Background: an optimization exercise with open tools, aiming at small area, a short achievable clock period and few clock cycles per item. Do not read the settings as production practice. RTL that was checked went through simulation tests only; none was proved equivalent to the original. Power and IR drop assume default switching activity.

## anim_frame_encoder
module anim_frame_encoder #(
    parameter NPIX = 4096
) (
    input  wire       clk,
    input  wire       rst,
    input  wire       start,
    input  wire       literal,
    input  wire [2:0] bpp,
    output wire       busy,
    input  wire       pix_valid,
    output wire       pix_ready,
    input  wire [6:0] pix_cur,
    input  wire [6:0] pix_ref,
    output wire       out_valid,
    input  wire       out_ready,
    output wire [7:0] out_data,
    output wire       out_last
);
export LEC_CHECK = 0
export CAP_MARGIN = 20
export CORE_MARGIN = 2
export CORE_UTILIZATION = 65
export CTS_BUF_LIST = sky130_fd_sc_hd__clkbuf_16
export CTS_CLUSTER_DIAMETER = 80
export CTS_CLUSTER_SIZE = 32
export GPL_ROUTABILITY_DRIVEN = 0
export GPL_TIMING_DRIVEN = 0
export PLACE_DENSITY = 0.75
export SETUP_SLACK_MARGIN = 5.0
export SLEW_MARGIN = 20
create_clock -name core_clock -period 8.0 [get_ports {clk}]
run.sh (not shown) runs the stock make flow with config.mk's settings and CLKGATE_MAP_FILE= SYNTH_SCRIPT=/design/flow/synth_recipe.tcl, a recipe that flattens the netlist after the stock synthesis.
The first run completed without violations.
Edit:
--- a/flow/config.mk
+++ b/flow/config.mk
@@ -14,2 +13,0 @@
-export GPL_ROUTABILITY_DRIVEN = 0
-export GPL_TIMING_DRIVEN = 0
@@ -18,0 +17 @@
+export TNS_END_PERCENT = 5
What happened: The changed run finished clean; routed wire length goes up by a few percent; synthesized area is unchanged; worst setup slack is worse by 0.16 ns; utilization shrinks by 0.16 points; first-iteration DRC count fell by roughly a tenth; fmax goes down by a few percent; combinational power went down by a few percent.
Function was not checked in any run of this note: the RTL went through the layout flow alone.


## rev 12
Another version of the RTL of anim_frame_encoder (not shown whole).
Size in the first run: about 2,300 cells after synthesis, roughly 1,200 flip-flops, about 35 I/O pins, ~0.032 mm2 of cells after synthesis.
Settings: LEC_CHECK=0, CAP_MARGIN=20, CORE_MARGIN=2, CORE_UTILIZATION=40, SETUP_SLACK_MARGIN=5.0, SLEW_MARGIN=20; clock period 8.0 ns.
Rev 12 finished every stage and its layout cleared the timing, DRC and antenna checks.
#### Input delta (rev 13 over rev 12)
- ABC_CLOCK_PERIOD_IN_PS now 2800, previously not set
### Flow results
- Having completed the whole flow, rev 13 delivered a layout that passed the timing, DRC and antenna checks.
- Per the comparison of rev 13 with rev 12, overall overflow remaining after global route neither gained nor lost much, complex-gate fraction of the synthesized area neither gained nor lost much, sequential share of layout area held, final sum of negative setup slack flat, area share of and/or/nand/nor cells after synthesis stayed essentially flat.
- From rev 12 to rev 13, initial antenna violation count did not move at all.
- Rev 12 -> rev 13: maximum ir drop on the vdd rail flat
- Rev 12 and rev 13 ended up with roughly the same routing usage on met2.
- Final critical-path share of the clock period: rev 13 vs rev 12 — no meaningful difference
- Delta (rev 13 minus rev 12): maximum frequency was more or less identical, count of state elements after synthesis was more or less identical.
No functional check of the RTL was part of any run of this note.


Another version of the RTL of anim_frame_encoder (not shown whole).
Size: roughly 1200 flip-flops, about 35 I/O pins, about 31000 um^2 of cells after synthesis.
Settings: LEC_CHECK=0, CAP_MARGIN=20, CORE_MARGIN=2, CORE_UTILIZATION=40, CTS_BUF_LIST=sky130_fd_sc_hd__clkbuf_16, CTS_CLUSTER_DIAMETER=80, CTS_CLUSTER_SIZE=32, SETUP_SLACK_MARGIN=5.0, SLEW_MARGIN=20; clock period 8.0 ns.
Testbench counts at the start, summed over its fixed seeds: cycles 269,844, pixels 262,144.
Change:
Settings changed: CORE_UTILIZATION 40 to 65, PLACE_DENSITY set to 0.75.
- wire length climbs by about 2.2%
- register-to-register slack gains 30 ps
- via count is about the same
- core utilization climbs by 27 points
Change:
Settings changed: CORE_UTILIZATION 65 to 40, CTS_BUF_LIST sky130_fd_sc_hd__clkbuf_16 to not set, CTS_CLUSTER_DIAMETER 80 to not set, CTS_CLUSTER_SIZE 32 to not set, PLACE_DENSITY 0.75 to not set.
Outcome: The changed run completed with no timing, DRC or antenna violations. Final area rises by about 9%. Wire length climbs by about 2%. Critical path depth is unchanged. Worst setup slack improves by 40 ps. Die area rises by about 60%. Via count rose by 3.7%. Global-route usage drops by 7.1 points. Area after synthesis stays the same. Combinational power rises by about 5%.
Change:
Settings changed: CTS_BUF_LIST set to sky130_fd_sc_hd__clkbuf_8, CTS_CLUSTER_DIAMETER set to 60, CTS_CLUSTER_SIZE set to 20.
What happened: Sequential share of layout area increases by 5.0 points; die area does not change; synthesized area is unchanged; combinational power hardly moves; cell area falls by 6.8%; worst setup slack improved by 13 ps; power decreases by 22%; clock power went down by about 50%; cell count came out lower by about 3%.

==> static timing again, ports no longer ideal <==
The results above use ideal ports. As a check the final layouts listed here were re-extracted and re-timed, cells and wires unchanged. Step 1: set_driving_cell puts a clkbuf_16 on clk and a buf_2 on each other input, an assumption about the parent block. Step 2 also shifts input and output timing later by t, the mid clock arrival at the registers, as if the neighbouring blocks saw the same clock. a / b / c = ideal ports / drivers / drivers and shift; a / b = the first two.
| run | t (ns) | slack for setup (ns) | latest minus earliest clock arrival (ns) | worst register clock-pin slew, ns | worst slew at a driven data input, ns |
|---|---|---|---|---|---|
| the first run of note 1 | 0.669 | 5.023 / 4.988 / 4.347 | 0.034 / 0.035 | 0.12 / 0.12 | 0.09 |
| the second run of note 1 | 0.667 | 4.864 / 4.801 / 4.368 | 0.039 / 0.039 | 0.12 / 0.12 | 0.09 |
| rev 12 | 0.701 | 5.054 / 4.997 / 4.394 | 0.073 / 0.073 | 0.07 / 0.07 | 0.13 |
| rev 13 | 0.701 | 5.054 / 4.997 / 4.394 | 0.073 / 0.073 | 0.07 / 0.07 | 0.13 |
| the first run of note 3 | 0.666 | 5.088 / 5.031 / 4.509 | 0.030 / 0.030 | 0.11 / 0.11 | 0.07 |
| the second run of note 3 | 0.668 | 5.049 / 4.993 / 4.516 | 0.024 / 0.024 | 0.11 / 0.11 | 0.03 |
| the third run of note 3 | 0.710 | 5.089 / 5.030 / 4.476 | 0.063 / 0.064 | 0.07 / 0.07 | 0.08 |
| the fourth run of note 3 | 0.734 | 5.102 / 5.048 / 4.401 | 0.033 / 0.033 | 0.11 / 0.11 | 0.07 |
After both steps setup and hold are still met in every run listed. For the fourth run of note 3, which loses most, drivers alone change the setup slack by -0.054 ns; drivers and shift together by -0.701 ns.
